Background: an optimization exercise with open tools, aiming at small area. Do not read the settings as production practice.
Only simulation tests tie the RTL to the original design; equivalence was not proved.
Power figures rest on the tool's default switching activity, not on a simulated workload.

File: flow/config.mk
export PLATFORM = sky130hd
export DESIGN_NAME = mms_asc
export DESIGN_NICKNAME = mms_asc
export VERILOG_FILES = /design/flow/design.v
export SDC_FILE = /design/flow/constraint.sdc
export NUM_CORES = 4
export LEC_CHECK = 0
export CAP_MARGIN = 5
export CORE_MARGIN = 2
export CORE_UTILIZATION = 45
export GPL_TIMING_DRIVEN = 0
export HOLD_SLACK_MARGIN = 0
export PLACE_DENSITY = 0.6
export SLEW_MARGIN = 5
File: flow/constraint.sdc
create_clock -name core_clock -period 25.0 [get_ports {clk}]
set_input_delay 5.0000 -clock core_clock [delete_from_list [all_inputs] [get_ports {clk}]]
set_output_delay 5.0000 -clock core_clock [all_outputs]
set_load 0.01 [all_outputs]
File: flow/run.sh
#!/bin/bash
# synth_recipe.tcl (not shown) runs the flow's synth.tcl, then flattens the netlist and writes it again
# the make line also repeats each setting of config.mk as NAME=value (left out here)
make -C /OpenROAD-flow-scripts/flow DESIGN_CONFIG=/design/flow/config.mk WORK_HOME=/design/flow/orfs CLKGATE_MAP_FILE= SYNTH_SCRIPT=/design/flow/synth_recipe.tcl finish
File: flow/design.v
module mms_sine_rom (
    input  wire [6:0]  i,
    output reg  [14:0] mag
);
    wire [5:0] ni = ~i[5:0];
    wire [6:0] nj;
    assign nj[0] = ~ni[0];
    assign nj[1] = ni[1] ^ ni[0];
    assign nj[2] = ni[2] ^ (&ni[1:0]);
    assign nj[3] = ni[3] ^ (&ni[2:0]);
    assign nj[4] = ni[4] ^ (&ni[3:0]);
    assign nj[5] = ni[5] ^ (&ni[4:0]);
    assign nj[6] = &ni[5:0];
    wire [6:0] j = i[6] ? nj : {1'b0, i[5:0]};
    always @(*) begin
        case (j)
            7'd0: mag = 15'd0;
            7'd1: mag = 15'd804;
            7'd2: mag = 15'd1608;
            7'd3: mag = 15'd2410;
            7'd4: mag = 15'd3212;
            7'd5: mag = 15'd4011;
            7'd6: mag = 15'd4808;
            7'd7: mag = 15'd5602;
            7'd8: mag = 15'd6393;
            7'd9: mag = 15'd7179;
            7'd10: mag = 15'd7962;
            7'd11: mag = 15'd8739;
            7'd12: mag = 15'd9512;
            7'd13: mag = 15'd10278;
            7'd14: mag = 15'd11039;
            7'd15: mag = 15'd11793;
            7'd16: mag = 15'd12539;
            7'd17: mag = 15'd13279;
            7'd18: mag = 15'd14010;
            7'd19: mag = 15'd14732;
            7'd20: mag = 15'd15446;
            7'd21: mag = 15'd16151;
            7'd22: mag = 15'd16846;
            7'd23: mag = 15'd17530;
            7'd24: mag = 15'd18204;
            7'd25: mag = 15'd18868;
            7'd26: mag = 15'd19519;
            7'd27: mag = 15'd20159;
            7'd28: mag = 15'd20787;
            7'd29: mag = 15'd21403;
            7'd30: mag = 15'd22005;
            7'd31: mag = 15'd22594;
            7'd32: mag = 15'd23170;
            7'd33: mag = 15'd23731;
            7'd34: mag = 15'd24279;
            7'd35: mag = 15'd24811;
            7'd36: mag = 15'd25329;
            7'd37: mag = 15'd25832;
            7'd38: mag = 15'd26319;
            7'd39: mag = 15'd26790;
            7'd40: mag = 15'd27245;
            7'd41: mag = 15'd27683;
            7'd42: mag = 15'd28105;
            7'd43: mag = 15'd28510;
            7'd44: mag = 15'd28898;
            7'd45: mag = 15'd29268;
            7'd46: mag = 15'd29621;
            7'd47: mag = 15'd29956;
            7'd48: mag = 15'd30273;
            7'd49: mag = 15'd30571;
            7'd50: mag = 15'd30852;
            7'd51: mag = 15'd31113;
            7'd52: mag = 15'd31356;
            7'd53: mag = 15'd31580;
            7'd54: mag = 15'd31785;
            7'd55: mag = 15'd31971;
            7'd56: mag = 15'd32137;
            7'd57: mag = 15'd32285;
            7'd58: mag = 15'd32412;
            7'd59: mag = 15'd32521;
            7'd60: mag = 15'd32609;
            7'd61: mag = 15'd32678;
            7'd62: mag = 15'd32728;
            7'd63: mag = 15'd32757;
            7'd64: mag = 15'd32767;
            default: mag = 15'd0;
        endcase
    end
endmodule
module mms_div (
    input  wire [22:0] a,
    input  wire [22:0] b,
    input  wire        sub,
    input  wire        cin,
    output wire [22:0] sum
);
    wire [22:0] bx = b ^ {23{sub}};
    wire [23:0] c;
    assign c[0] = cin;
    genvar i;
    generate
        for (i = 0; i < 23; i = i + 1) begin : g_fa
            assign sum[i]   = a[i] ^ bx[i] ^ c[i];
            assign c[i + 1] = (a[i] & bx[i]) | (c[i] & (a[i] ^ bx[i]));
        end
    endgenerate
endmodule
module mms_asc (
    input  wire        clk,
    input  wire        rst,
    input  wire        tick,
    input  wire        cmd_valid,
    input  wire [31:0] cmd_word,
    output wire        ready,
    output wire [31:0] rd_data,
    output wire [15:0] pwm_duty
);
    localparam [2:0] E_IDLE = 3'd0, E_ATTACK = 3'd1, E_DECAY = 3'd2,
                     E_SUSTAIN = 3'd3, E_RELEASE = 3'd4;
    localparam [6:0]
        S_IDLE = 7'd0, S_INIT = 7'd1, S_WR = 7'd2, S_FQ0 = 7'd3,
        S_FQALL = 7'd4, S_FQD1 = 7'd5, W_FQS1 = 7'd6, S_FQS1 = 7'd7,
        S_FQD2 = 7'd8, W_FQS2 = 7'd9, S_FQS2 = 7'd10, S_GE0 = 7'd11,
        S_GE1 = 7'd12, S_GED = 7'd13, S_GE2 = 7'd14, S_GEM = 7'd15,
        S_GE3 = 7'd16, S_GEW = 7'd17, S_WL = 7'd18, W_WLS = 7'd19,
        S_WLS = 7'd20, S_ERR = 7'd21, W_EW = 7'd22, S_EW = 7'd23,
        W_RD = 7'd24, S_RD = 7'd25, W_NON = 7'd26, S_NON = 7'd27,
        S_NOFF = 7'd28, S_FRST = 7'd29, S_TE0 = 7'd30, S_TE1 = 7'd31,
        S_TE2 = 7'd32, S_TE3 = 7'd33, S_EV = 7'd34, S_K1 = 7'd35,
        S_K2 = 7'd36, S_KL = 7'd37, S_EM = 7'd38, S_ED = 7'd39,
        S_EQ1 = 7'd40, S_EQ2 = 7'd41, S_EL = 7'd42, S_EZ = 7'd43,
        S_T1W = 7'd44, S_SC = 7'd45, S_SD = 7'd46, W_LP0 = 7'd47,
        S_LP0 = 7'd48, S_LP1 = 7'd49, S_LPS = 7'd50, S_LP3 = 7'd51,
        S_LP5 = 7'd52, S_LPL = 7'd53, S_GM = 7'd54, S_SAT = 7'd55,
        W_CL1 = 7'd56, S_CL1 = 7'd57, S_CLP = 7'd58, S_CL2 = 7'd59,
        S_CL3 = 7'd60, S_CL4 = 7'd61, S_PM = 7'd62, S_PC = 7'd63,
        S_PK1 = 7'd64, S_PK2 = 7'd65, S_PW = 7'd66, W_NOFF = 7'd67;
    localparam [4:0]
        B_ZERO = 5'd0,  B_E    = 5'd1,  B_M16  = 5'd2,  B_RAW  = 5'd3,
        B_1000 = 5'd4,  B_L    = 5'd5,  B_H    = 5'd6,  B_S    = 5'd7,
        B_REL  = 5'd8,  B_125  = 5'd9,  B_GAIN = 5'd10, B_GE9  = 5'd11,
        B_SAT  = 5'd12, B_LPP  = 5'd13, B_THR  = 5'd14, B_PMAX = 5'd15,
        B_PCEN = 5'd16, B_20K  = 5'd17, B_NCMP = 5'd18, B_FREQ = 5'd19,
        B_M4   = 5'd20;
    localparam [1:0] A_H = 2'd0, A_ZERO = 2'd1, A_SHL = 2'd2;
    localparam [1:0] H_HOLD = 2'd0, H_SUM = 2'd1, H_SHR = 2'd2, H_DIVQ = 2'd3;
    localparam [1:0] L_HOLD = 2'd0, L_LDH = 2'd1, L_SHR = 2'd2, L_LDC = 2'd3;
    localparam [3:0] P_LP1 = 4'd14;    
    localparam [3:0] P_THR = 4'd13;    
    reg [31:0] phase_acc;
    reg [23:0] freq_hz;
    reg [2:0]  wave_sel;
    reg [15:0] noise_lfsr;
    reg [9:0]  env_amp;
    reg [31:0] env_elapsed;
    reg [9:0]  env_rel_start;
    reg [9:0]  sustain_lvl;
    reg [15:0] tb0;
    reg [15:0] tb1;           
    reg [15:0] tb2;           
    reg [9:0]  env_s_lvl;
    reg [7:0]  gain;
    reg [3:0]  lp_shift;
    reg [15:0] pwm_max;
    reg [15:0] pwm_duty_r;
    reg [8:0]  ge;            
    reg [31:0] phase_inc;
    reg [31:0] err_word;
    reg [15:0] attack_ms;
    reg [15:0] decay_ms;
    reg [15:0] release_ms;
    reg [15:0] sample_out;
    reg [15:0] pwm_center;
    reg [15:0] sc_ctrl;
    reg [15:0] lp_prev;
    reg [2:0]  env_state;
    reg        err;
    reg [2:0]  err_code;
    reg [6:0]  st;
    reg [5:0]  cnt;
    reg [4:0]  ph;
    reg [4:0]  sel;           
    reg [31:0] cb;            
    reg        trans, all1, pc, ic, sticky, nm, gt, dsub;
    reg        t1p, t1r;      
    reg [21:0] H;
    reg [15:0] L;
    assign ready    = (st == S_IDLE);
    assign rd_data  = cb;
    assign pwm_duty = pwm_duty_r;
    function [15:0] ring16(input [15:0] r, input [3:0] p);
        ring16 = ({r, r} << p) >> 16;
    endfunction
    function ge24(input [23:0] x, input [23:0] k);
        integer i;
        reg g, e;
        begin
            g = 1'b0;
            e = 1'b1;
            for (i = 23; i >= 0; i = i - 1) begin
                g = g | (e & x[i] & ~k[i]);
                e = e & ~(x[i] ^ k[i]);
            end
            ge24 = g | e;
        end
    endfunction
    function [5:0] inc6(input [5:0] x);
        integer i;
        reg c;
        begin
            c = 1'b1;
            for (i = 0; i < 6; i = i + 1) begin
                inc6[i] = x[i] ^ c;
                c = c & x[i];
            end
        end
    endfunction
    wire [7:0]  op  = cmd_word[31:24];
    wire [23:0] arg = cmd_word[23:0];
    reg        op_known;
    reg        resv_bad;
    reg        range_bad;
    always @(*) begin
        op_known  = 1'b1;
        resv_bad  = 1'b0;
        range_bad = 1'b0;
        case (op)
            8'h00: resv_bad = (arg != 24'd0);
            8'h01: range_bad = (arg == 24'd0);
            8'h02: begin resv_bad = (arg[23:3] != 0); range_bad = arg[2] & (arg[1] | arg[0]); end
            8'h03, 8'h04, 8'h06, 8'h08, 8'h0A, 8'h0B: resv_bad = (arg[23:16] != 0);
            8'h05: begin resv_bad = (arg[23:10] != 0); range_bad = ge24({14'd0, arg[9:0]}, 24'd1001); end
            8'h07: resv_bad = (arg[23:8] != 0);
            8'h09: resv_bad = (arg[23:4] != 0);
            8'h10: resv_bad = (arg[23:1] != 0);
            8'h11, 8'h12: resv_bad = (arg != 24'd0);
            8'h20: begin resv_bad = (arg[23:5] != 0); range_bad = ge24({19'd0, arg[4:0]}, 24'd27); end
            default: op_known = 1'b0;
        endcase
    end
    wire [2:0] cmd_err_code = (op == 8'h80) ? 3'd2 :
                              !op_known     ? 3'd1 :
                              resv_bad      ? 3'd3 :
                              range_bad     ? 3'd4 : 3'd0;
    wire [7:0]  idx = phase_acc[31:24];
    wire [14:0] sine_mag;
    mms_sine_rom u_rom (.i(idx[6:0]), .mag(sine_mag));
    wire [6:0] tri_v = idx[7] ? ~idx[6:0] : idx[6:0];
    wire [1:0] tri_c = (tri_v == 7'd127) ? 2'd3 :
                       ge24({17'd0, tri_v}, 24'd85) ? 2'd2 :
                       ge24({17'd0, tri_v}, 24'd43) ? 2'd1 : 2'd0;
    reg [15:0] rv;        
    reg        rsub;      
    reg        rneg;      
    always @(*) begin
        case (wave_sel)
            3'd0:    rv = {1'b0, sine_mag};
            3'd1:    rv = idx[7] ? 16'h8000 : 16'h7FFF;
            3'd2:    rv = {idx, idx} ^ 16'h8000;
            3'd3:    rv = {tri_v, tri_v, tri_c} ^ 16'h8000;
            default: rv = noise_lfsr;
        endcase
        rsub = (wave_sel != 3'd0) & rv[15];
        rneg = (wave_sel == 3'd0) ? idx[7] : rv[15];
    end
    wire [15:0] ncomp = ge24(freq_hz, 24'd4001) ? 16'd64000 : {freq_hz[11:0], 4'd0};
    reg  [1:0]  a_sel;
    reg  [4:0]  b_sel;
    reg         bgate, sub, cin;
    reg  [1:0]  h_op, l_op;
    wire [15:0] lpp_v  = ring16(lp_prev, P_LP1);
    wire [15:0] thr_v  = ring16(sc_ctrl, P_THR);
    wire        sym_v  = sc_ctrl[4'd15 - P_THR];
    reg  [21:0] bv;
    always @(*) begin
        case (b_sel)
            B_E:    bv = {1'b0, env_elapsed[20:0]};
            B_M16:  bv = {2'd0, tb0, 4'd0};
            B_M4:   bv = {4'd0, tb0, 2'd0};
            B_RAW:  bv = {{6{rv[15]}}, rv};
            B_1000: bv = 22'd1000;
            B_L:    bv = {6'd0, L};
            B_S:    bv = {12'd0, env_s_lvl};
            B_REL:  bv = {12'd0, env_rel_start};
            B_125:  bv = 22'd125;
            B_GAIN: bv = {14'd0, gain};
            B_GE9:  bv = {4'd0, ge, 9'd0};
            B_SAT:  bv = H[21] ? 22'h3F8000 : 22'h007FFF;
            B_LPP:  bv = {{6{lpp_v[15]}}, lpp_v};
            B_THR:  bv = {7'd0, thr_v[14:0]};
            B_PMAX: bv = {6'd0, pwm_max};
            B_PCEN: bv = {6'd0, pwm_center};
            B_20K:  bv = 22'd20000;
            B_NCMP: bv = {6'd0, ncomp};
            default: bv = 22'd0;
        endcase
    end
    wire [21:0] bg  = (bgate & ~L[0]) ? 22'd0 : bv;
    wire [22:0] av  = (a_sel == A_ZERO) ? 23'd0 :
                      (a_sel == A_SHL)  ? {H, L[15]} : {H[21], H};
    wire [22:0] sum;
    mms_div u_add (.a(av), .b({bg[21], bg}), .sub(sub), .cin(cin), .sum(sum));
    wire        pos = ~sum[22];
    function initbit(input [31:0] rv0, input [5:0] w, input [4:0] c);
        reg [31:0] pat;
        begin
            pat = rv0 << (6'd32 - w);
            initbit = pat[c];
        end
    endfunction
    reg en_pa, en_fq, en_ws, en_lf, en_amp, en_el, en_rs,
        en_su, en_t0, en_t1, en_t2, en_sl, en_gn, en_ls,
        en_pm, en_pd, en_ge;
    reg si_pa, si_fq, si_ws, si_lf, si_amp, si_el, si_rs,
        si_su, si_t0, si_t1, si_t2, si_sl, si_gn, si_ls,
        si_pm, si_pd, si_ge;
    reg wr_pi, wr_ew, wr_at, wr_dc, wr_re, wr_so, wr_pce, wr_sc, wr_lp;
    reg wi_pi, wi_ew, wi_at, wi_dc, wi_re, wi_so, wi_pce, wi_sc, wi_lp;
    reg lf_step;
    reg cb_in;
    wire c_lt16 = ~cnt[5] & ~cnt[4];
    wire c_lt8  = c_lt16 & ~cnt[3];
    wire c_lt4  = c_lt8 & ~cnt[2];
    wire c_lt3  = c_lt4 & ~(cnt[1] & cnt[0]);
    wire c_lt10 = c_lt16 & ~(cnt[3] & (cnt[2] | cnt[1]));
    wire c_lt11 = c_lt16 & ~(cnt[3] & (cnt[2] | (cnt[1] & cnt[0])));
    wire c_lt24 = ~cnt[5] & ~(cnt[4] & cnt[3]);
    wire c_lt30 = ~cnt[5] & ~(&cnt[4:1]);
    wire       rd_tk = (sel == 5'h0E) | (sel == 5'h0F) | (sel == 5'h11);
    wire [1:0] tk_w  = (sel == 5'h0E) ? 2'd0 : (sel == 5'h0F) ? 2'd1 : 2'd2;
    wire [1:0] tk_r  = (env_state == E_ATTACK) ? 2'd0 :
                       (env_state == E_DECAY || env_state == E_SUSTAIN) ? 2'd1 : 2'd2;
    reg  [1:0] tk_slot;
    always @(*) begin
        case ({tk_w, tk_r})
            4'b00_00, 4'b01_01, 4'b10_10: tk_slot = 2'd0;
            4'b01_00, 4'b10_01, 4'b00_10: tk_slot = 2'd1;
            default:                      tk_slot = 2'd2;
        endcase
    end
    wire tk_t12 = (tk_slot == 2'd0) ? tb0[12] : (tk_slot == 2'd1) ? tb1[12] : tb2[12];
    wire tk_t14 = (tk_slot == 2'd0) ? tb0[14] : (tk_slot == 2'd1) ? tb1[14] : tb2[14];
    wire c_lt20 = ~cnt[5] & ~(cnt[4] & (cnt[3] | cnt[2]));
    wire c_lt18 = ~cnt[5] & ~(cnt[4] & (cnt[3] | cnt[2] | cnt[1]));
    wire tk_x4  = tk_t12 & ~c_lt4 & c_lt20;
    wire tk_x2  = tk_t14 & (|cnt[5:1]) & c_lt18;
    reg  tk_c;
    reg        rd_bit;
    reg        rd_lt;         
    reg        rd_sx;
    wire [10:0] status_w = {err_code, 3'd0, err, 1'b0, env_state};
    always @(*) begin
        rd_lt  = 1'b1;
        rd_sx  = 1'b0;
        rd_bit = 1'b0;
        case (sel)
            5'h00: rd_bit = c_lt11 & status_w[cnt[3:0]];
            5'h01: rd_bit = phase_acc[0];
            5'h02: rd_bit = phase_inc[0];
            5'h03: begin rd_bit = freq_hz[0];     rd_lt = c_lt24; end
            5'h04: begin rd_bit = wave_sel[0];    rd_lt = c_lt3;  end
            5'h05: begin rd_bit = noise_lfsr[0];  rd_lt = c_lt16; end
            5'h06: rd_bit = c_lt3 & env_state[cnt[1:0]];
            5'h07: begin rd_bit = env_amp[0];     rd_lt = c_lt10; end
            5'h08: rd_bit = env_elapsed[0];
            5'h09: begin rd_bit = env_rel_start[0]; rd_lt = c_lt10; end
            5'h0A: begin rd_bit = attack_ms[0];   rd_lt = c_lt16; end
            5'h0B: begin rd_bit = decay_ms[0];    rd_lt = c_lt16; end
            5'h0C: begin rd_bit = sustain_lvl[0]; rd_lt = c_lt10; end
            5'h0D: begin rd_bit = release_ms[0];  rd_lt = c_lt16; end
            5'h0E, 5'h0F, 5'h11: rd_bit = tk_x4 ^ tk_x2 ^ tk_c;
            5'h10: begin rd_bit = env_s_lvl[0];   rd_lt = c_lt10; end
            5'h12: begin rd_bit = gain[0];        rd_lt = c_lt8;  end
            5'h13: begin rd_bit = sc_ctrl[0];     rd_lt = c_lt16; end
            5'h14: begin rd_bit = lp_shift[0];    rd_lt = c_lt4;  end
            5'h15: begin rd_bit = lp_prev[0];     rd_lt = c_lt16; rd_sx = 1'b1; end
            5'h16: begin rd_bit = pwm_max[0];     rd_lt = c_lt16; end
            5'h17: begin rd_bit = pwm_center[0];  rd_lt = c_lt16; end
            5'h18: begin rd_bit = pwm_duty_r[0];  rd_lt = c_lt16; end
            5'h19: begin rd_bit = sample_out[0];  rd_lt = c_lt16; rd_sx = 1'b1; end
            default: rd_bit = err_word[0];
        endcase
    end
    wire rd_on = (st == S_RD) && rd_lt;
    reg [6:0] st_n;
    reg       cnt_clr;
    wire      is_adr = (env_state == E_ATTACK) | (env_state == E_DECAY) |
                       (env_state == E_RELEASE);
    wire      h_ovf = ~((H[21:15] == 7'h00) | (H[21:15] == 7'h7F));
    always @(*) begin
        st_n    = st;
        cnt_clr = 1'b0;
        a_sel   = A_H;
        b_sel   = B_ZERO;
        bgate   = 1'b0;
        sub     = 1'b0;
        cin     = 1'b0;
        h_op    = H_HOLD;
        l_op    = L_HOLD;
        cb_in   = 1'b0;
        lf_step = 1'b0;
        {en_pa, en_fq, en_ws, en_lf, en_amp, en_el, en_rs,
         en_su, en_t0, en_t1, en_t2, en_sl, en_gn, en_ls,
         en_pm, en_pd, en_ge} = 17'd0;
        {wr_pi, wr_ew, wr_at, wr_dc, wr_re, wr_so, wr_pce, wr_sc, wr_lp} = 9'd0;
        si_pa = phase_acc[0];   si_fq = freq_hz[0];
        si_ws = wave_sel[0];    si_lf = noise_lfsr[0];  si_amp = env_amp[0];
        si_el = env_elapsed[0]; si_rs = env_rel_start[0];
        si_su = sustain_lvl[0];
        si_t0 = tb0[0];        si_t1 = tb1[0];
        si_t2 = tb2[0];        si_sl = env_s_lvl[0];   si_gn = gain[0];
        si_ls = lp_shift[0];
        si_pm = pwm_max[0];     si_pd = pwm_duty_r[0];
        si_ge = ge[0];
        {wi_pi, wi_ew, wi_at, wi_dc, wi_re, wi_so, wi_pce, wi_sc, wi_lp} = 9'd0;
        if (t1r) begin
            si_pa = phase_acc[0] ^ phase_inc[0] ^ pc; en_pa = 1'b1;
            en_lf = (ph == 5'd0); lf_step = 1'b1;
        end
        case (st)
            S_INIT: begin
                {en_pa, en_fq, en_ws, en_lf, en_amp, en_el, en_rs,
                 en_su, en_t0, en_t1, en_t2, en_sl, en_gn, en_ls,
                 en_pm, en_pd, en_ge} = {17{1'b1}};
                {wr_pi, wr_ew, wr_at, wr_dc, wr_re, wr_so, wr_pce, wr_sc, wr_lp} = 9'h1FF;
                si_pa  = 1'b0;  si_fq = 1'b0;  si_ws = 1'b0;
                si_lf  = initbit(32'hACE1, 6'd16, cnt[4:0]);
                si_amp = 1'b0;  si_el = 1'b0;  si_rs = 1'b0;
                si_su  = initbit(32'd700, 6'd10, cnt[4:0]);
                si_t0  = 1'b0;  si_t1 = 1'b0;  si_t2 = 1'b0;  si_sl = 1'b0;
                si_gn  = initbit(32'd128, 6'd8, cnt[4:0]);
                si_ls  = initbit(32'd1, 6'd4, cnt[4:0]);
                si_pm  = initbit(32'd1023, 6'd16, cnt[4:0]);
                si_pd  = initbit(32'd512, 6'd16, cnt[4:0]);
                si_ge  = initbit(32'd128, 6'd9, cnt[4:0]);
                lf_step = 1'b0;
                wi_at  = (ph[3:0] == 4'd1) | (ph[3:0] == 4'd3);                      
                wi_dc  = (ph[3:0] == 4'd1) | (ph[3:0] == 4'd4) | (ph[3:0] == 4'd5);  
                wi_re  = (ph[3:0] == 4'd3) | (ph[3:0] == 4'd6) | (ph[3:0] == 4'd7);  
                wi_pce = (ph[3:0] == 4'd9);                                          
                wi_sc  = (ph[3:0] == 4'd13) | (ph[3:0] == 4'd14);                    
                if (cnt == 6'd31) st_n = S_IDLE;
            end
            S_IDLE: begin
                cnt_clr = 1'b1;
                if (tick) begin
                    st_n = S_TE0;
                end else if (cmd_valid) begin
                    if (cmd_err_code != 3'd0)
                        st_n = S_ERR;
                    else case (op)
                        8'h01, 8'h02, 8'h05, 8'h07,
                        8'h09, 8'h0A: st_n = S_WR;
                        8'h03, 8'h04, 8'h06, 8'h08, 8'h0B: st_n = S_WL;
                        8'h10: st_n = W_NON;
                        8'h11: st_n = (env_state == E_ATTACK || env_state == E_DECAY ||
                                       env_state == E_SUSTAIN) ? W_NOFF : S_IDLE;
                        8'h12: st_n = S_FRST;
                        8'h20: st_n = W_RD;
                        default: st_n = S_IDLE;
                    endcase
                end
            end
            W_NON:  if (ph[3:0] == 4'd15) st_n = S_NON;
            W_NOFF: if (ph[3:0] == 4'd15) st_n = S_NOFF;
            W_WLS:  if (ph[3:0] == 4'd15) st_n = S_WLS;
            W_EW:   if (ph == 5'd15) st_n = S_EW;
            W_RD:   if (ph == 5'd31) st_n = S_RD;
            W_FQS1: if (ph == 5'd15) st_n = S_FQS1;
            W_FQS2: if (ph == 5'd31) st_n = S_FQS2;
            W_LP0:  if (ph[3:0] == P_LP1 - 4'd2) st_n = S_LP0;
            W_CL1:  if (ph[3:0] == P_THR - 4'd1) st_n = S_CL1;
            S_WR: begin
                if (cnt == 6'd0) l_op = L_LDC;          
                case (sel[3:0])
                    4'h1: begin en_fq = c_lt24; si_fq = cb[0]; end
                    4'h2: begin en_ws = c_lt3;  si_ws = cb[0]; end
                    4'h5: begin en_su = c_lt10; si_su = cb[0]; end
                    4'h7: begin en_gn = c_lt8;  si_gn = cb[0]; end
                    4'h9: begin en_ls = c_lt4;  si_ls = cb[0]; end
                    default: begin en_pm = c_lt16; si_pm = cb[0]; end
                endcase
                if (cnt == 6'd23) begin
                    st_n = (sel[3:0] == 4'h1) ? S_FQ0 :
                           (sel[3:0] == 4'h7) ? S_GE0 : S_IDLE;
                end
            end
            S_WL: begin
                l_op = L_LDC;
                st_n = W_WLS;
            end
            S_WLS: begin
                l_op = L_SHR;
                case (sel[3:0])
                    4'h3:    begin wr_at  = 1'b1; wi_at  = L[0]; end
                    4'h4:    begin wr_dc  = 1'b1; wi_dc  = L[0]; end
                    4'h6:    begin wr_re  = 1'b1; wi_re  = L[0]; end
                    4'h8:    begin wr_sc  = 1'b1; wi_sc  = L[0]; end
                    default: begin wr_pce = 1'b1; wi_pce = L[0]; end
                endcase
                if (cnt == 6'd15) st_n = S_IDLE;
            end
            S_ERR: begin
                if (sel[0]) begin
                    if (cnt == 6'd0 || cnt == 6'd16) l_op = L_LDC;
                    if (cnt == 6'd1) begin a_sel = A_ZERO; b_sel = B_L; h_op = H_SUM; end
                    if (cnt == 6'd16) st_n = W_EW;
                end else if (cnt == 6'd31) begin
                    st_n = S_IDLE;
                end
            end
            S_EW: begin
                wr_ew = 1'b1; wi_ew = L[0];
                h_op = H_SHR;                           
                if (cnt == 6'd31) st_n = S_IDLE;
            end
            S_RD: begin
                cb_in = rd_on ? rd_bit : (rd_sx & cb[31]);
                en_pa = 1'b1; en_fq = c_lt24; en_ws = c_lt30; en_lf = 1'b1;
                en_amp = c_lt30; en_el = 1'b1; en_rs = c_lt30; en_su = c_lt30;
                en_t0 = 1'b1; en_t1 = 1'b1; en_t2 = 1'b1; en_sl = c_lt30;
                en_gn = 1'b1; en_ls = 1'b1; en_pm = 1'b1; en_pd = 1'b1;
                if (cnt == 6'd31) st_n = S_IDLE;
            end
            S_NON: begin
                en_t0 = 1'b1; si_t0 = attack_ms[0];
                en_t1 = 1'b1; si_t1 = decay_ms[0];
                en_t2 = 1'b1; si_t2 = release_ms[0];
                en_sl = c_lt30; si_sl = sustain_lvl[0]; en_su = en_sl;
                en_el = 1'b1; si_el = 1'b0;
                en_amp = c_lt30; si_amp = 1'b0;
                wr_lp = sel[0];
                if (cnt == 6'd31) st_n = S_IDLE;
            end
            S_NOFF: begin
                en_rs = c_lt30; si_rs = env_amp[0]; en_amp = en_rs;
                en_el = 1'b1; si_el = 1'b0;
                if (c_lt16 || env_state == E_ATTACK) begin
                    en_t0 = 1'b1; en_t1 = 1'b1; en_t2 = 1'b1;
                    si_t0 = tb1[0]; si_t1 = tb2[0]; si_t2 = tb0[0];
                end
                if (cnt == 6'd31) st_n = S_IDLE;
            end
            S_FRST: begin
                wr_lp = 1'b1;
                if (cnt == 6'd15) st_n = S_IDLE;
            end
            S_FQ0: begin
                a_sel = A_ZERO; h_op = H_SUM;           
                st_n = ge24(freq_hz, 24'd20000) ? S_FQALL : S_FQD1;
            end
            S_FQALL: begin
                wr_pi = 1'b1; wi_pi = 1'b1;
                if (cnt == 6'd31) st_n = S_GE0;
            end
            S_FQD1, S_FQD2: begin
                a_sel = A_SHL; b_sel = B_20K; sub = ~H[21]; cin = ~H[21]; h_op = H_DIVQ;
                if (cnt == ((st == S_FQD1) ? 6'd31 : 6'd15)) begin
                    st_n = (st == S_FQD1) ? W_FQS1 : W_FQS2;
                end
            end
            S_FQS1, S_FQS2: begin
                wr_pi = 1'b1; wi_pi = L[0]; l_op = L_SHR;
                if (cnt == 6'd15) st_n = (st == S_FQS1) ? S_FQD2 : S_GE0;
            end
            S_GE0: begin
                a_sel = A_ZERO; b_sel = B_NCMP; h_op = H_SUM;
                st_n = S_GE1;
            end
            S_GE1: begin
                l_op = L_LDH; a_sel = A_ZERO; h_op = H_SUM;
                st_n = S_GED;
            end
            S_GED: begin
                a_sel = A_SHL; b_sel = B_125; sub = ~H[21]; cin = ~H[21]; h_op = H_DIVQ;
                if (cnt == 6'd12) st_n = S_GE2;
            end
            S_GE2: begin
                a_sel = A_ZERO; h_op = H_SUM;
                st_n = S_GEM;
            end
            S_GEM: begin
                b_sel = B_GAIN; bgate = 1'b1; h_op = H_SHR;
                if (cnt == 6'd6) st_n = S_GE3;
            end
            S_GE3: begin
                b_sel = B_GAIN; h_op = H_SUM;
                st_n = S_GEW;
            end
            S_GEW: begin
                en_ge = 1'b1; si_ge = H[0]; h_op = H_SHR;
                if (cnt == 6'd8) st_n = S_IDLE;
            end
            S_TE0: begin
                a_sel = A_ZERO; b_sel = B_E; h_op = H_SUM;
                st_n = S_TE1;
            end
            S_TE1: begin
                b_sel = B_M16; sub = 1'b1; cin = 1'b1; h_op = H_SUM;
                st_n = S_TE2;
            end
            S_TE2: begin
                b_sel = B_M4; sub = 1'b1; cin = 1'b1;    
                st_n = S_TE3;
            end
            S_TE3: begin
                st_n = (trans || !is_adr) ? S_EV : S_K1;
            end
            S_EV: begin
                a_sel = A_ZERO; h_op = H_SUM;
                b_sel = (env_state == E_SUSTAIN) ? B_S :
                        (env_state == E_DECAY)   ? B_1000 : B_ZERO;
                st_n = S_EL;
            end
            S_K1: begin
                a_sel = A_ZERO; h_op = H_SUM;
                case (env_state)
                    E_ATTACK: b_sel = B_1000;
                    E_DECAY:  begin b_sel = B_S; sub = 1'b1; cin = 1'b1; end
                    default:  b_sel = B_REL;
                endcase
                st_n = (env_state == E_DECAY) ? S_K2 : S_KL;
            end
            S_K2: begin
                b_sel = B_1000; h_op = H_SUM;
                st_n = S_KL;
            end
            S_KL: begin
                l_op = L_LDH; a_sel = A_ZERO; h_op = H_SUM;
                st_n = S_EM;
            end
            S_EM: begin
                b_sel = B_E; bgate = 1'b1; cin = L[0]; h_op = H_SHR;
                if (cnt == 6'd9) st_n = S_ED;
            end
            S_ED: begin
                if (!cnt[0]) begin
                    a_sel = A_SHL; b_sel = B_M16; sub = ~H[21]; cin = ~H[21]; h_op = H_SUM;
                end else begin
                    b_sel = B_M4; sub = dsub; cin = dsub; h_op = H_DIVQ;
                end
                if (cnt == 6'd19) st_n = (env_state == E_ATTACK) ? S_EZ : S_EQ1;
            end
            S_EQ1: begin
                a_sel = A_ZERO; b_sel = B_L; sub = 1'b1; cin = 1'b1; h_op = H_SUM;
                st_n = S_EQ2;
            end
            S_EQ2: begin
                b_sel = (env_state == E_DECAY) ? B_1000 : B_REL; h_op = H_SUM;
                st_n = S_EL;
            end
            S_EL: begin
                l_op = L_LDH; a_sel = A_ZERO; h_op = H_SUM;
                st_n = S_T1W;
            end
            S_EZ: begin
                a_sel = A_ZERO; h_op = H_SUM;
                st_n = S_T1W;
            end
            S_T1W: begin
                if (!t1p && !t1r) st_n = S_SC;
            end
            S_SC: begin
                b_sel = B_RAW; bgate = 1'b1; sub = rsub; cin = rsub; h_op = H_SHR;
                en_amp = c_lt10; si_amp = L[0];
                en_el = trans | ~all1;
                si_el = trans ? 1'b0 : (env_elapsed[0] ^ ic);
                if (cnt == 6'd15) st_n = S_SD;
            end
            S_SD: begin
                a_sel = A_SHL; b_sel = B_1000; sub = ~H[21]; cin = ~H[21]; h_op = H_DIVQ;
                en_el = trans | ~all1;
                si_el = trans ? 1'b0 : (env_elapsed[0] ^ ic);
                if (cnt == 6'd15) begin st_n = W_LP0; end
            end
            S_LP0: begin
                a_sel = A_ZERO; b_sel = B_L; sub = rneg; cin = rneg; h_op = H_SUM;
                st_n = S_LP1;
            end
            S_LP1: begin
                b_sel = B_LPP; sub = 1'b1; cin = 1'b1; h_op = H_SUM;
                st_n = S_LPS;
            end
            S_LPS: begin
                if (!ge24({20'd0, cnt[3:0]}, {20'd0, lp_shift}) && !cnt[4]) h_op = H_SHR;
                if (cnt == 6'd29) st_n = S_LP3;
            end
            S_LP3: begin
                cin = sticky & ~H[21]; h_op = H_SUM;
                st_n = S_LP5;
            end
            S_LP5: begin
                b_sel = B_LPP; h_op = H_SUM;
                st_n = S_LPL;
            end
            S_LPL: begin
                l_op = L_LDH; a_sel = A_ZERO; h_op = H_SUM;
                st_n = S_GM;
            end
            S_GM: begin
                b_sel = B_GE9; bgate = 1'b1; sub = (cnt == 6'd15); cin = sub; h_op = H_SHR;
                wr_lp = 1'b1; wi_lp = L[0];
                if (trans && env_state == E_DECAY) begin    
                    en_t0 = 1'b1; en_t1 = 1'b1; en_t2 = 1'b1;
                    si_t0 = tb1[0]; si_t1 = tb2[0]; si_t2 = tb0[0];
                end
                if (cnt == 6'd15) st_n = S_SAT;
            end
            S_SAT: begin
                if (h_ovf) begin
                    a_sel = A_ZERO; b_sel = B_SAT; h_op = H_SUM;
                end
                st_n = W_CL1;
            end
            S_CL1: begin
                b_sel = B_THR; sub = ~(sym_v & H[21]);   
                st_n = S_CLP;
            end
            S_CLP: begin
                if (cnt == 6'd14) st_n = S_CL2;
            end
            S_CL2: begin
                if (gt) begin
                    b_sel = B_THR; sub = nm; h_op = H_SHR;
                end
                st_n = S_CL3;
            end
            S_CL3: begin
                if (gt & nm) begin
                    cin = 1'b1; h_op = H_SUM;
                end
                st_n = S_CL4;
            end
            S_CL4: begin
                l_op = L_LDH; a_sel = A_ZERO; h_op = H_SUM;
                st_n = S_PM;
            end
            S_PM: begin
                b_sel = B_PMAX; bgate = 1'b1; sub = (cnt == 6'd15); cin = sub; h_op = H_SHR;
                wr_so = 1'b1; wi_so = L[0];
                if (cnt == 6'd15) st_n = S_PC;
            end
            S_PC: begin
                b_sel = B_PCEN; h_op = H_SUM;
                st_n = S_PK1;
            end
            S_PK1: begin
                if (H[21]) begin
                    a_sel = A_ZERO; h_op = H_SUM;
                end else begin
                    b_sel = B_PMAX; sub = 1'b1;         
                end
                st_n = S_PK2;
            end
            S_PK2: begin
                if (gt) begin
                    a_sel = A_ZERO; b_sel = B_PMAX; h_op = H_SUM;
                end
                st_n = S_PW;
            end
            S_PW: begin
                en_pd = 1'b1; si_pd = H[0]; h_op = H_SHR;
                if (cnt == 6'd15) st_n = S_IDLE;
            end
            default: st_n = S_IDLE;
        endcase
        if (st_n != st) cnt_clr = 1'b1;
    end
    always @(posedge clk) begin
        if (rst) begin
            st        <= S_INIT;
            cnt       <= 6'd0;
            ph        <= 5'd0;
            env_state <= E_IDLE;
            err       <= 1'b0;
            err_code  <= 3'd0;
            t1p       <= 1'b0;
            t1r       <= 1'b0;
        end else begin
            st     <= st_n;
            cnt    <= cnt_clr ? 6'd0 : inc6(cnt);
            ph     <= inc6({1'b0, ph});
            if (st == S_IDLE && !tick && cmd_valid) begin
                sel <= (op == 8'h20 || op == 8'h10) ? arg[4:0] : {1'b0, op[3:0]};
                if (cmd_err_code != 3'd0) begin
                    sel <= {4'd0, ~err};
                    if (!err) begin
                        err      <= 1'b1;
                        err_code <= cmd_err_code;
                    end
                end
            end
            if (st == S_NON)  env_state <= E_ATTACK;
            if (st == S_NOFF && cnt == 6'd31) env_state <= E_RELEASE;
            if (st == S_TE3 && trans)
                env_state <= (env_state == E_ATTACK) ? E_DECAY :
                             (env_state == E_DECAY)  ? E_SUSTAIN : E_IDLE;
            if (st == S_TE2) t1p <= 1'b1;
            if (ph == 5'd31) begin
                if (t1p) begin t1p <= 1'b0; t1r <= 1'b1; end
                else           t1r <= 1'b0;
            end
        end
    end
    always @(posedge clk) begin
        if (st == S_TE2) begin
            trans <= is_adr & ((|env_elapsed[31:21]) | pos | (&sum));
            all1  <= &env_elapsed;
            ic    <= 1'b1;
        end
        if (st == S_SC || st == S_SD) ic <= ic & env_elapsed[0];
        if (ph == 5'd31) pc <= 1'b0;
        else if (t1r) pc <= (phase_acc[0] & phase_inc[0]) | (pc & (phase_acc[0] ^ phase_inc[0]));
        if (st == S_ED && !cnt[0]) dsub <= ~H[21];
        if (st == S_LP1) sticky <= 1'b0;
        tk_c <= (st == S_RD) & ((tk_x4 & tk_x2) | (tk_c & (tk_x4 ^ tk_x2)));
        if (st == S_LPS && h_op == H_SHR) sticky <= sticky | H[0];
        if (st == S_CL1) begin
            nm <= sym_v & H[21];
            gt <= pos ^ (sym_v & H[21]);
        end
        if (st == S_PK1) gt <= ~H[21] & pos;
    end
    always @(posedge clk) begin
        if (st == S_IDLE && !tick && cmd_valid)
            cb <= cmd_word;
        else
            cb <= {cb_in, cb[31:1]};
    end
    always @(posedge clk) begin
        case (h_op)
            H_SUM, H_DIVQ: H <= sum[21:0];
            H_SHR:         H <= sum[22:1];
            default: ;
        endcase
        if (h_op == H_SHR)       L <= {sum[0], L[15:1]};
        else if (h_op == H_DIVQ) L <= {L[14:0], pos};
        else if (l_op == L_LDH)  L <= H[15:0];
        else if (l_op == L_LDC)  L <= cb[15:0];
        else if (l_op == L_SHR)  L <= {1'b0, L[15:1]};
    end
    always @(posedge clk) begin
        if (en_pa)  phase_acc     <= {si_pa,  phase_acc[31:1]};
        if (en_fq)  freq_hz       <= {si_fq,  freq_hz[23:1]};
        if (en_ws)  wave_sel      <= {si_ws,  wave_sel[2:1]};
        if (en_lf)  noise_lfsr    <= {si_lf,  noise_lfsr[15:1]} ^
                                     ((lf_step & noise_lfsr[0]) ? 16'h3400 : 16'h0000);
        if (en_amp) env_amp       <= {si_amp, env_amp[9:1]};
        if (en_el)  env_elapsed   <= {si_el,  env_elapsed[31:1]};
        if (en_rs)  env_rel_start <= {si_rs,  env_rel_start[9:1]};
        if (en_su)  sustain_lvl   <= {si_su,  sustain_lvl[9:1]};
        if (en_t0)  tb0          <= {si_t0,  tb0[15:1]};
        if (en_sl)  env_s_lvl     <= {si_sl,  env_s_lvl[9:1]};
        if (en_gn)  gain          <= {si_gn,  gain[7:1]};
        if (en_ls)  lp_shift      <= {si_ls,  lp_shift[3:1]};
        if (en_pm)  pwm_max       <= {si_pm,  pwm_max[15:1]};
        if (en_pd)  pwm_duty_r    <= {si_pd,  pwm_duty_r[15:1]};
        if (en_ge)  ge            <= {si_ge,  ge[8:1]};
    end
    always @(posedge clk) begin
        phase_inc  <= {wr_pi  ? wi_pi  : phase_inc[0],  phase_inc[31:1]};
        err_word   <= {wr_ew  ? wi_ew  : err_word[0],   err_word[31:1]};
        attack_ms  <= {wr_at  ? wi_at  : attack_ms[0],  attack_ms[15:1]};
        decay_ms   <= {wr_dc  ? wi_dc  : decay_ms[0],   decay_ms[15:1]};
        release_ms <= {wr_re  ? wi_re  : release_ms[0], release_ms[15:1]};
        sample_out <= {wr_so  ? wi_so  : sample_out[0], sample_out[15:1]};
        pwm_center <= {wr_pce ? wi_pce : pwm_center[0], pwm_center[15:1]};
        sc_ctrl    <= {wr_sc  ? wi_sc  : sc_ctrl[0],    sc_ctrl[15:1]};
        lp_prev    <= {wr_lp  ? wi_lp  : lp_prev[0],    lp_prev[15:1]};
        tb1        <= {en_t1  ? si_t1  : tb1[0],        tb1[15:1]};
        tb2        <= {en_t2  ? si_t2  : tb2[0],        tb2[15:1]};
    end
endmodule
==> impl_table.tex, run 1 <==
\begin{tabular}{lr}
\hline
Metric & Value \\
\hline
\multicolumn{2}{l}{\textbf{STA}} \\
\quad Worst-margin pin slew & 1.26 ns \\
\quad Final setup violation count & 0 \\
\quad Final TNS setup & 0 ns \\
\quad Fin Clk Skew & 0.0382 ns \\
\quad Max-slew violations & 0 \\
\quad Clock period minus final worst setup slack & 14.82 ns \\
\quad Crit share post-route & 59.3\% \\
\quad Setup repair after global routing missed its margin & false \\
\quad Achievable frequency & 67.5 MHz \\
\quad Final Hold Viols & 0 \\
\quad Relative slew margins & 13.9\% \\
\multicolumn{2}{l}{\textbf{Routing}} \\
\quad Count of antenna-violating nets left after detailed routing & 0 \\
\quad Post-route DRC & 0 \\
\quad Iteration-0 DRC Markers & 3001 \\
\quad Met3 wirelength from detailed routing & 10.6 mm \\
\quad Post-DR vias/cell & 6.60 \\
\quad WL per Instance & 29.5 um \\
\quad Routed metal-1 wirelength & 40.1 mm \\
\quad Routed length on met2 & 43.7 mm \\
\quad DRT Pass-1 Iters & 9 \\
\quad Total detailed-routing wirelength & 99.7 mm \\
\quad Highest layer used for signal routing & met5 \\
\quad Vias & 22323 \\
\multicolumn{2}{l}{\textbf{Layout}} \\
\quad Commonest non-fill, non-tap cells in the layout & nand2\_1, dfxtp\_1, edfxtp\_1 \\
\quad Fillers & 5090 \\
\quad Antenna Diode Count & 0 \\
\quad Share of post-route cells with drive strength above 1 & 8.49\% \\
\quad Final net count & 2673 \\
\quad Signed area change from the synthesized netlist to the final layout & 15.1\% \\
\quad Utilization after layout & 52.0\% \\
\quad Most common library cell in the layout ignoring fill and taps & nand2\_1 \\
\multicolumn{2}{l}{\textbf{Logic synthesis}} \\
\quad Fraction of registers with async set/reset & 0\% \\
\quad Cell count after synthesis & 2436 \\
\quad Primary flip-flop cell chosen by synthesis mapping & dfxtp\_1 \\
\quad Synthesized area per cell & 10.4 um\^{}2 \\
\quad Number of warnings printed during yosys synthesis & 2 \\
\quad Top post-synthesis cells by area & edfxtp\_1, dfxtp\_1, nand2\_1 \\
\quad Number of distinct library cells after synthesis & 109 \\
\quad Synthesized cell area & 25400 um\^{}2 \\
\quad Post-synth EDFFs & 266 \\
\quad Proportion of synthesized chip area in sequential cells & 52.7\% \\
\quad Share of the synthesized area in the top cell type & 31.5\% \\
\quad Post-synth top area cell & edfxtp\_1 \\
\quad Seq cells post-synth & 535 \\
\quad Total nets after synthesis & 2529 \\
\multicolumn{2}{l}{\textbf{CTS}} \\
\quad Number of clock sinks & 535 \\
\quad CTS Hold Buffers Added & 0 \\
\quad CTS clk-pin slew, worst paths & 0.06 ns \\
\quad Clock latency reported for the late side of the worst-skew pair & 0.64 ns \\
\quad Number of cells upsized or downsized after cts & 0 \\
\quad CTS HTree Levels & 2 \\
\quad TritonCTS buffer count & 55 \\
\quad CTS root buffer & clkbuf\_16 \\
\quad Number of buffers inserted to repair setup after CTS & 0 \\
\quad CTS tree & done \\
\quad Number of buffers on the longest clock path & 3 \\
\multicolumn{2}{l}{\textbf{Floorplanning}} \\
\quad I/O Pins & 85 \\
\quad Row count & 87 \\
\quad Floorplan die width & 241 um \\
\quad Floorplan die area & 58300 um\^{}2 \\
\quad Core ar. & 56100 um\^{}2 \\
\quad Initial Utilization & 45.2\% \\
\quad Vertical die dimension & 241 um \\
\multicolumn{2}{l}{\textbf{Placement}} \\
\quad HPWL after detailed placement & 75.0 mm \\
\quad Final Wtd Congestion & 1.01 \\
\quad Count of buffers inserted at the top-level ports & 81 \\
\multicolumn{2}{l}{\textbf{Setup path}} \\
\quad Most Frequent Cell on Critical Path & fa\_1 \\
\quad Startpoint type of the worst setup path & flip-flop \\
\quad Critical R2R Capture & trans\$\_DFFE\_PP\_ \\
\quad CP max FO & 11 \\
\quad Setup CP Type & flip-flop to flip-flop \\
\quad Data arrival time of the worst path & 15.32 ns \\
\quad Slack of the worst reg-to-reg path & 10.18 ns \\
\quad Critical Path End Type & flip-flop \\
\quad Worst endpoint required time & 25.50 ns \\
\quad Critical Path Max Stage Delay & 0.73 ns \\
\quad Logic depth of the worst register-to-register path & 42 \\
\quad Startpoint of the worst-slack reg-to-reg timing path & phase\_acc[24]\$\_DFFE\_PP\_ \\
\quad Slowest stage cell on the critical path & nor4\_2 \\
\multicolumn{2}{l}{\textbf{Global route}} \\
\quad Remaining Overflow, GRT & 0 \\
\quad Pin count of the biggest net entering global routing & 33 \\
\quad Wire length of the first global-routing pass & 144 mm \\
\quad Antenna violations before repair & 4 \\
\quad All-layer global routing usage & 33.9\% \\
\quad Number of global-route vias before repair & 21216 \\
\multicolumn{2}{l}{\textbf{Power}} \\
\quad Lkg Pwr & 10.5 nW \\
\quad Overall power after layout & 4.35 mW \\
\quad Max VDD drop & 0.0795 mV \\
\quad Pwr dens & 149 nW/um\^{}2 \\
\multicolumn{2}{l}{\textbf{Min path}} \\
\quad Hold path depth & 0 \\
\quad End point of the most critical hold path & tb1[14]\$\_DFF\_P\_ \\
\quad Worst min-delay path class & flip-flop to flip-flop \\
\quad Start point of the worst hold path & tb1[15]\$\_DFF\_P\_ \\
\multicolumn{2}{l}{\textbf{Run}} \\
\quad Max-cap check violation count & 0 \\
\multicolumn{2}{l}{\textbf{Run status}} \\
\quad Outcome & complete, no violations \\
\hline
\end{tabular}
==> critical path, delay by kind of cell (launching register included) <==
family / cells / cell delay, ns
adder cells (fa/ha/maj): 24 / 9.23
AO/OA/AOI/OAI: 4 / 1.13
flip-flops: 1 / 0.64
AND/OR/NAND/NOR: 9 / 2.41
XOR/XNOR: 1 / 0.65
buffers and inverters: 4 / 0.63
==> routing by layer <==
metal	vias up	GRT usage, %
met5	-	0
met4	2	15.2
met3	335	7.98
met2	1437	52.8
met1	10985	45.1
li1	9564	-
==> cell type report <==
class / count / area [um^2] / area share, %
clock buffer: 78 / 1660 / 5.68
inverter: 49 / 184 / 0.630
buffer: 179 / 756 / 2.59
clock inverter: 26 / 288 / 0.986
sequential: 535 / 13400 / 45.8
tap: 756 / 946 / 3.24
multi-input combinational: 1673 / 11100 / 38.0
timing repair buffer: 87 / 880 / 3.02
==> flip-flops by register name (all words and copies together), names as in the netlist, 22 cells and up <==
name	cells
cb	32
env_elapsed	32
err_word	32
phase_acc	32
phase_inc	32
freq_hz	24
H	22
==> worst max-delay path by stage <==
| stage | startpoint | to | slack (ns) | cells past startpoint |
|---|---|---|---|---|
| 2_1_floorplan | phase_acc[24]$_DFFE_PP_ | trans$_DFFE_PP_ | 12.30 | 42 |
| 3_3_place_gp | phase_acc[24]$_DFFE_PP_ | trans$_DFFE_PP_ | 10.28 | 42 |
| 3_5_place_dp | phase_acc[24]$_DFFE_PP_ | trans$_DFFE_PP_ | 10.35 | 42 |
| 4_1_cts | phase_acc[24]$_DFFE_PP_ | trans$_DFFE_PP_ | 10.30 | 42 |
| 5_1_grt | phase_acc[24]$_DFFE_PP_ | trans$_DFFE_PP_ | 9.57 | 42 |
| 6_report | phase_acc[24]$_DFFE_PP_ | trans$_DFFE_PP_ | 10.18 | 42 |
==> cell families (layout without fill, tap and decap cells) <==
group | after synthesis | in the layout | synth area share, %
muxes | 68 | 68 | 2.83
AOI/OAI and AO/OA | 606 | 606 | 17.1
buffers and inverters | 228 | 419 | 3.71
xor gates and xnor gates | 47 | 47 | 1.65
and+or+nand+nor | 893 | 893 | 18.4
DFF | 535 | 535 | 52.7
adders and majority gates | 59 | 59 | 3.60
==> power breakdown <==
part | switching, mW | internal (mW) | total, mW
Clock | 0.361 | 0.498 | 0.859
Combinational | 1.24 | 0.569 | 1.81
Sequential | 0.259 | 1.42 | 1.68
Total | 1.86 | 2.49 | 4.35
==> synth_stat cells (all sizes together), types with 12 or more instances <==
| master | n |
|---|---|
| o21a | 12 |
| o311ai | 14 |
| o211ai | 21 |
| a31oi | 36 |
| a21oi | 118 |
| ha | 33 |
| a222oi | 46 |
| o31ai | 13 |
| nor2b | 30 |
| buf | 57 |
| or3 | 14 |
| clkbuf | 122 |
| or4 | 15 |
| a22oi | 33 |
| inv | 46 |
| fa | 24 |
| a221oi | 14 |
| a211oi | 21 |
| xor2 | 31 |
| o2111ai | 12 |
| nand2 | 283 |
| nand2b | 28 |
| dfxtp | 269 |
| nand4 | 39 |
| and3 | 19 |
| nor3 | 69 |
| edfxtp | 266 |
| nor4b | 14 |
| xnor2 | 16 |
| mux2 | 20 |
| or2 | 15 |
| o221ai | 20 |
| o22ai | 13 |
| nor4 | 41 |
| nand3 | 79 |
| nor2 | 158 |
| o21ai | 107 |
| mux2i | 47 |
==> per-stage QoR <==
step                setup slack (ns)  cells  hold slack (ns)  cell area, um^2
floorplan                      12.30   2436            0.310            25400
global placement               10.28   3273            0.310            27100
detailed placement             10.35   3278            0.312            27200
CTS                            10.30   3382            0.314            29200
global route                    9.57   3383            0.320            29200
finish                         10.18   3383            0.314            29200
==> inputs of run 2 (changes only) <==
--- a/flow/design.v
+++ b/flow/design.v
@@ -176,13 +176,12 @@
     reg [5:0]  cnt;
     reg [4:0]  ph;
     reg [4:0]  sel;           
-    reg [31:0] cb;            
     reg        trans, all1, pc, ic, sticky, nm, gt, dsub;
     reg        t1p, t1r;      
     reg [21:0] H;
     reg [15:0] L;
     assign ready    = (st == S_IDLE);
-    assign rd_data  = cb;
+    assign rd_data  = {H[15:0], L};
     assign pwm_duty = pwm_duty_r;
     function [15:0] ring16(input [15:0] r, input [3:0] p);
         ring16 = ({r, r} << p) >> 16;
@@ -293,7 +292,7 @@
     end
     wire [21:0] bg  = (bgate & ~L[0]) ? 22'd0 : bv;
     wire [22:0] av  = (a_sel == A_ZERO) ? 23'd0 :
-                      (a_sel == A_SHL)  ? {H, L[15]} : {H[21], H};
+                      (a_sel == A_SHL)  ? {H, L[15]} : {shin ? inb : H[21], H};
     wire [22:0] sum;
     mms_div u_add (.a(av), .b({bg[21], bg}), .sub(sub), .cin(cin), .sum(sum));
     wire        pos = ~sum[22];
@@ -313,7 +312,7 @@
     reg wr_pi, wr_ew, wr_at, wr_dc, wr_re, wr_so, wr_pce, wr_sc, wr_lp;
     reg wi_pi, wi_ew, wi_at, wi_dc, wi_re, wi_so, wi_pce, wi_sc, wi_lp;
     reg lf_step;
-    reg cb_in;
+    reg shin, inb;            
     wire c_lt16 = ~cnt[5] & ~cnt[4];
     wire c_lt8  = c_lt16 & ~cnt[3];
     wire c_lt4  = c_lt8 & ~cnt[2];
@@ -393,7 +392,8 @@
         cin     = 1'b0;
         h_op    = H_HOLD;
         l_op    = L_HOLD;
-        cb_in   = 1'b0;
+        shin    = 1'b0;
+        inb     = 1'b0;
         lf_step = 1'b0;
         {en_pa, en_fq, en_ws, en_lf, en_amp, en_el, en_rs,
          en_su, en_t0, en_t1, en_t2, en_sl, en_gn, en_ls,
@@ -447,7 +447,7 @@
                     else case (op)
                         8'h01, 8'h02, 8'h05, 8'h07,
                         8'h09, 8'h0A: st_n = S_WR;
-                        8'h03, 8'h04, 8'h06, 8'h08, 8'h0B: st_n = S_WL;
+                        8'h03, 8'h04, 8'h06, 8'h08, 8'h0B: st_n = W_WLS;
                         8'h10: st_n = W_NON;
                         8'h11: st_n = (env_state == E_ATTACK || env_state == E_DECAY ||
                                        env_state == E_SUSTAIN) ? W_NOFF : S_IDLE;
@@ -460,31 +460,27 @@
             W_NON:  if (ph[3:0] == 4'd15) st_n = S_NON;
             W_NOFF: if (ph[3:0] == 4'd15) st_n = S_NOFF;
             W_WLS:  if (ph[3:0] == 4'd15) st_n = S_WLS;
-            W_EW:   if (ph == 5'd15) st_n = S_EW;
+            W_EW:   if (ph == 5'd31) st_n = S_EW;
             W_RD:   if (ph == 5'd31) st_n = S_RD;
             W_FQS1: if (ph == 5'd15) st_n = S_FQS1;
             W_FQS2: if (ph == 5'd31) st_n = S_FQS2;
             W_LP0:  if (ph[3:0] == P_LP1 - 4'd2) st_n = S_LP0;
             W_CL1:  if (ph[3:0] == P_THR - 4'd1) st_n = S_CL1;
             S_WR: begin
-                if (cnt == 6'd0) l_op = L_LDC;          
+                h_op = H_SHR; shin = 1'b1; inb = L[0];
                 case (sel[3:0])
-                    4'h1: begin en_fq = c_lt24; si_fq = cb[0]; end
-                    4'h2: begin en_ws = c_lt3;  si_ws = cb[0]; end
-                    4'h5: begin en_su = c_lt10; si_su = cb[0]; end
-                    4'h7: begin en_gn = c_lt8;  si_gn = cb[0]; end
-                    4'h9: begin en_ls = c_lt4;  si_ls = cb[0]; end
-                    default: begin en_pm = c_lt16; si_pm = cb[0]; end
+                    4'h1: begin en_fq = c_lt24; si_fq = L[0]; end
+                    4'h2: begin en_ws = c_lt3;  si_ws = L[0]; end
+                    4'h5: begin en_su = c_lt10; si_su = L[0]; end
+                    4'h7: begin en_gn = c_lt8;  si_gn = L[0]; end
+                    4'h9: begin en_ls = c_lt4;  si_ls = L[0]; end
+                    default: begin en_pm = c_lt16; si_pm = L[0]; end
                 endcase
-                if (cnt == 6'd23) begin
+                if (cnt == 6'd37) begin
                     st_n = (sel[3:0] == 4'h1) ? S_FQ0 :
                            (sel[3:0] == 4'h7) ? S_GE0 : S_IDLE;
                 end
             end
-            S_WL: begin
-                l_op = L_LDC;
-                st_n = W_WLS;
-            end
             S_WLS: begin
                 l_op = L_SHR;
                 case (sel[3:0])
@@ -497,26 +493,21 @@
                 if (cnt == 6'd15) st_n = S_IDLE;
             end
             S_ERR: begin
-                if (sel[0]) begin
-                    if (cnt == 6'd0 || cnt == 6'd16) l_op = L_LDC;
-                    if (cnt == 6'd1) begin a_sel = A_ZERO; b_sel = B_L; h_op = H_SUM; end
-                    if (cnt == 6'd16) st_n = W_EW;
-                end else if (cnt == 6'd31) begin
-                    st_n = S_IDLE;
-                end
+                st_n = sel[0] ? W_EW : S_EW;
             end
             S_EW: begin
-                wr_ew = 1'b1; wi_ew = L[0];
-                h_op = H_SHR;                           
+                wr_ew = sel[0]; wi_ew = L[0];
+                h_op = H_SHR; shin = 1'b1;               
                 if (cnt == 6'd31) st_n = S_IDLE;
             end
             S_RD: begin
-                cb_in = rd_on ? rd_bit : (rd_sx & cb[31]);
-                en_pa = 1'b1; en_fq = c_lt24; en_ws = c_lt30; en_lf = 1'b1;
-                en_amp = c_lt30; en_el = 1'b1; en_rs = c_lt30; en_su = c_lt30;
-                en_t0 = 1'b1; en_t1 = 1'b1; en_t2 = 1'b1; en_sl = c_lt30;
-                en_gn = 1'b1; en_ls = 1'b1; en_pm = 1'b1; en_pd = 1'b1;
-                if (cnt == 6'd31) st_n = S_IDLE;
+                h_op = H_SHR; shin = 1'b1;
+                inb = ~cnt[5] & (rd_on ? rd_bit : (rd_sx & H[21]));
+                en_pa = ~cnt[5]; en_fq = c_lt24; en_ws = c_lt30; en_lf = ~cnt[5];
+                en_amp = c_lt30; en_el = ~cnt[5]; en_rs = c_lt30; en_su = c_lt30;
+                en_t0 = ~cnt[5]; en_t1 = 1'b1; en_t2 = 1'b1; en_sl = c_lt30;
+                en_gn = ~cnt[5]; en_ls = ~cnt[5]; en_pm = ~cnt[5]; en_pd = ~cnt[5];
+                if (cnt == 6'd37) st_n = S_IDLE;
             end
             S_NON: begin
                 en_t0 = 1'b1; si_t0 = attack_ms[0];
@@ -817,23 +808,22 @@
         end
         if (st == S_PK1) gt <= ~H[21] & pos;
     end
+    wire cmd_acc = (st == S_IDLE) && !tick && cmd_valid;
     always @(posedge clk) begin
-        if (st == S_IDLE && !tick && cmd_valid)
-            cb <= cmd_word;
-        else
-            cb <= {cb_in, cb[31:1]};
-    end
-    always @(posedge clk) begin
-        case (h_op)
-            H_SUM, H_DIVQ: H <= sum[21:0];
-            H_SHR:         H <= sum[22:1];
-            default: ;
-        endcase
-        if (h_op == H_SHR)       L <= {sum[0], L[15:1]};
-        else if (h_op == H_DIVQ) L <= {L[14:0], pos};
-        else if (l_op == L_LDH)  L <= H[15:0];
-        else if (l_op == L_LDC)  L <= cb[15:0];
-        else if (l_op == L_SHR)  L <= {1'b0, L[15:1]};
+        if (cmd_acc) begin
+            H <= {6'd0, cmd_word[31:16]};
+            L <= cmd_word[15:0];
+        end else begin
+            case (h_op)
+                H_SUM, H_DIVQ: H <= sum[21:0];
+                H_SHR:         H <= sum[22:1];
+                default: ;
+            endcase
+            if (h_op == H_SHR)       L <= {sum[0], L[15:1]};
+            else if (h_op == H_DIVQ) L <= {L[14:0], pos};
+            else if (l_op == L_LDH)  L <= H[15:0];
+            else if (l_op == L_SHR)  L <= {1'b0, L[15:1]};
+        end
     end
     always @(posedge clk) begin
         if (en_pa)  phase_acc     <= {si_pa,  phase_acc[31:1]};
==> flow/flow/run.sh (new file) <==
#!/bin/bash
# Standard layout, with buf_1 as the port buffer cell.
set -e
export BUFFER_PORTS_ARGS="-buffer_cell sky130_fd_sc_hd__buf_1"
bash standard.sh > standard.log 2>&1
==> flow/standard.sh (new file) <==
#!/bin/bash
# synth_recipe.tcl (not shown) runs the flow's synth.tcl, then flattens the netlist and writes it again
# the make line also repeats each setting of config.mk as NAME=value (left out here)
make -C /OpenROAD-flow-scripts/flow DESIGN_CONFIG=/design/flow/config.mk WORK_HOME=/design/flow/orfs CLKGATE_MAP_FILE= SYNTH_SCRIPT=/design/flow/synth_recipe.tcl "${@:-finish}"
==> flow/config.mk (replaced) <==
export PLATFORM = sky130hd
export DESIGN_NAME = mms_asc
export DESIGN_NICKNAME = mms_asc
export VERILOG_FILES = /design/flow/design.v
export SDC_FILE = /design/flow/constraint.sdc
export NUM_CORES = 4
export LEC_CHECK = 0
export CAP_MARGIN = 20
export CORE_MARGIN = 2
export CORE_UTILIZATION = 55
export CTS_BUF_LIST = sky130_fd_sc_hd__clkbuf_8 sky130_fd_sc_hd__clkbuf_16
export CTS_CLUSTER_DIAMETER = 60
export CTS_CLUSTER_SIZE = 20
export HOLD_SLACK_MARGIN = 0
export PLACE_DENSITY = 0.65
export SLEW_MARGIN = 20
removed: flow/run.sh
==> run 2 against run 1 <==
- combinational power is 9% lower
- synthesized cell count is 0.37% higher
- via count decreased by 4.7%
- hold slack improved by 0.010 ns
- critical path depth rose by 1
- worst setup slack improved by 0.78 ns
- largest cell class unchanged
==> impl_table.tex, run 2 <==
\begin{tabular}{lr}
\hline
Metric & Value \\
\hline
\multicolumn{2}{l}{\textbf{Run status}} \\
\quad Outcome & complete, no violations \\
\multicolumn{2}{l}{\textbf{Global route}} \\
\quad Antenna violations before repair & 2 \\
\quad Wire length of the first global-routing pass & 128 mm \\
\quad Number of global-route vias before repair & 19833 \\
\quad All-layer global routing usage & 36.0\% \\
\multicolumn{2}{l}{\textbf{STA}} \\
\quad Clock period minus final worst setup slack & 14.04 ns \\
\quad Final TNS setup & 0 ns \\
\quad Worst-margin pin slew & 1.16 ns \\
\quad Achievable frequency & 71.2 MHz \\
\quad Relative slew margins & 22.2\% \\
\quad Final setup violation count & 0 \\
\quad Setup repair after global routing missed its margin & false \\
\quad Final Hold Viols & 0 \\
\quad Crit share post-route & 56.2\% \\
\multicolumn{2}{l}{\textbf{Logic synthesis}} \\
\quad Top post-synthesis cells by area & edfxtp\_1, dfxtp\_1, nand2\_1 \\
\quad Number of warnings printed during yosys synthesis & 2 \\
\quad Post-synth EDFFs & 260 \\
\quad Synthesized area per cell & 10.2 um\^{}2 \\
\quad Number of distinct library cells after synthesis & 111 \\
\quad Total nets after synthesis & 2538 \\
\quad Proportion of synthesized chip area in sequential cells & 50.7\% \\
\quad Primary flip-flop cell chosen by synthesis mapping & edfxtp\_1 \\
\quad Share of the synthesized area in the top cell type & 31.2\% \\
\quad Cell types with the highest counts after synthesis & edfxtp\_1, dfxtp\_1, nand2\_1 \\
\quad Most frequent cell after synthesis & edfxtp\_1 \\
\multicolumn{2}{l}{\textbf{Setup path}} \\
\quad Setup CP Type & flip-flop to flip-flop \\
\quad Startpoint of the worst-slack reg-to-reg timing path & phase\_acc[24]\$\_DFFE\_PP\_ \\
\quad Data arrival time of the worst path & 14.37 ns \\
\quad CP delay by family, top & adder cells \\
\quad Worst endpoint required time & 25.33 ns \\
\quad Critical Path End Type & flip-flop \\
\quad CP max FO & 19 \\
\quad Startpoint type of the worst setup path & flip-flop \\
\quad Critical Path Max Stage Delay & 0.84 ns \\
\quad Launch point of the worst path & phase\_acc[24]\$\_DFFE\_PP\_ \\
\quad Number of cells on the critical path & 43 \\
\quad Slowest stage cell on the critical path & edfxtp\_1 \\
\multicolumn{2}{l}{\textbf{Power}} \\
\quad Lkg Pwr & 9.37 nW \\
\quad Pwr dens & 145 nW/um\^{}2 \\
\quad Max VDD drop & 0.0999 mV \\
\multicolumn{2}{l}{\textbf{Routing}} \\
\quad WL per Instance & 28.2 um \\
\quad DRT Pass-1 Iters & 7 \\
\quad Vias & 21264 \\
\quad Count of antenna-violating nets left after detailed routing & 0 \\
\quad Total detailed-routing wirelength & 86.2 mm \\
\quad Iteration-0 DRC Markers & 3451 \\
\multicolumn{2}{l}{\textbf{Floorplanning}} \\
\quad Row count & 78 \\
\quad I/O Pins & 85 \\
\quad Initial Utilization & 55.4\% \\
\quad Floorplan die area & 47100 um\^{}2 \\
\quad Floorplan die width & 217 um \\
\quad Core ar. & 45100 um\^{}2 \\
\quad Vertical die dimension & 217 um \\
\multicolumn{2}{l}{\textbf{CTS}} \\
\quad CTS tree & done \\
\quad Number of buffers inserted to repair setup after CTS & 0 \\
\quad Number of clock sinks & 503 \\
\quad CTS root buffer & clkbuf\_16 \\
\quad CTS clk-pin slew, worst paths & 0.08 ns \\
\quad Clock latency reported for the late side of the worst-skew pair & 0.59 ns \\
\quad Number of buffers on the longest clock path & 3 \\
\quad CTS Hold Buffers Added & 0 \\
\multicolumn{2}{l}{\textbf{Layout}} \\
\quad Signed area change from the synthesized netlist to the final layout & 7.28\% \\
\quad Fillers & 3837 \\
\quad Antenna Diode Count & 0 \\
\quad Commonest non-fill, non-tap cells in the layout & edfxtp\_1, dfxtp\_1, nand2\_1 \\
\quad Share of post-route cells with drive strength above 1 & 8.44\% \\
\quad Area of all placed cells without fillers & 26800 um\^{}2 \\
\multicolumn{2}{l}{\textbf{Placement}} \\
\quad Final Wtd Congestion & 0.998 \\
\quad Count of buffers inserted at the top-level ports & 84 \\
\quad Dpl cell area & 25500 um\^{}2 \\
\quad HPWL after detailed placement & 61.4 mm \\
\hline
\end{tabular}
[run 2: changes by cell type after synthesis, sizes merged, moves of 15 or more]
cell / change
nand2: -46
buf: +15
dfxtp: -26
nand3: -20
o21ai: +46
nor2: +20
mux2i: -19
a21oi: +34
[run 2: how the worst min path moves through the flow]
stage                                startpoint                    end  slack (ns)  cells past startpoint
after floorplan            attack_ms[1]$_DFF_P_   attack_ms[0]$_DFF_P_        0.31                      0
after global placement           tb1[5]$_DFF_P_         tb1[4]$_DFF_P_        0.31                      0
after detailed placement  sample_out[9]$_DFF_P_  sample_out[8]$_DFF_P_        0.31                      0
after CTS                 release_ms[9]$_DFF_P_  release_ms[8]$_DFF_P_        0.32                      0
after global routing         sc_ctrl[1]$_DFF_P_     sc_ctrl[0]$_DFF_P_        0.33                      0
final                     release_ms[9]$_DFF_P_  release_ms[8]$_DFF_P_        0.32                      0
[run 2: area by class of cell]
| cell class | instances | area [um^2] | area share [%] |
|---|---|---|---|
| clock buffer | 40 | 1000 | 3.73 |
| clock inverter | 30 | 294 | 1.10 |
| inverter | 59 | 221 | 0.826 |
| multi-input combinational | 1680 | 11100 | 41.5 |
| sequential | 503 | 12700 | 47.3 |
| tap | 600 | 751 | 2.80 |
| timing repair buffer | 142 | 748 | 2.79 |
[run 2: per-layer routing]
layer,wire (um),track usage [%]
met5,13,0
met4,3730,13.4
met3,9810,6.74
met2,38200,55.3
met1,34400,50.8
[run 2: logic make-up after synthesis]
| family | share of synthesized area, % |
|---|---|
| buf+inv | 5.04 |
| simple gates | 18.2 |
| flops | 50.7 |
| compound gates | 18.8 |
| fa+ha+maj | 3.70 |
| mux | 1.71 |
| xor+xnor | 1.80 |
[run 2: worst register-to-register path, delay by kind of cell, from the launching register on]
family | cells | cell delay (ns)
adder cells (fa/ha/maj) | 24 | 8.29
flip-flops | 1 | 0.84
AO/OA/AOI/OAI | 6 | 1.21
multiplexers | 1 | 0.38
AND/OR/NAND/NOR | 2 | 0.87
buffers and inverters | 7 | 1.33
XOR/XNOR | 3 | 0.83
[run 2: power by group]
part	total [mW]	internal (mW)	switching, mW
Combinational	1.65	0.509	1.14
Clock	0.629	0.309	0.320
Sequential	1.60	1.33	0.277
[run 2: through the flow]
step	worst slack [ns]	cells	util, %	hold WS [ns]
global route	10.31	3054	59.4	0.331
finish	10.96	3054	59.4	0.324
floorplan	12.68	2445	-	0.310
CTS	11.15	3053	59.4	0.325
detailed placement	11.23	2983	56.5	0.312
global placement	11.33	2983	56.5	0.310

[what the ideal ports hide]
In the flow no input, the clock included, has a driving cell. The finished layouts below were timed again as built, in two steps. Step 1, drivers: a clkbuf_16 drives clk and a buf_2 each remaining input, both assumed. Step 2 moves the port delays by t, midway between the first and last clock arrival at a register: inputs arrive t later, outputs are due t later. That takes back most of the time a late clock gives input paths. Three values: no drivers, after step 1, after step 2; two values: the first two.
| run | shift t [ns] | setup slack, ns | worst register clock-pin slew, ns |
|---|---|---|---|
| run 1 | 0.682 | 10.179 / 10.179 / 10.179 | 0.07 / 0.07 |
| run 2 | 0.636 | 10.962 / 10.962 / 10.962 | 0.09 / 0.09 |
After both steps every run listed still meets setup and hold.
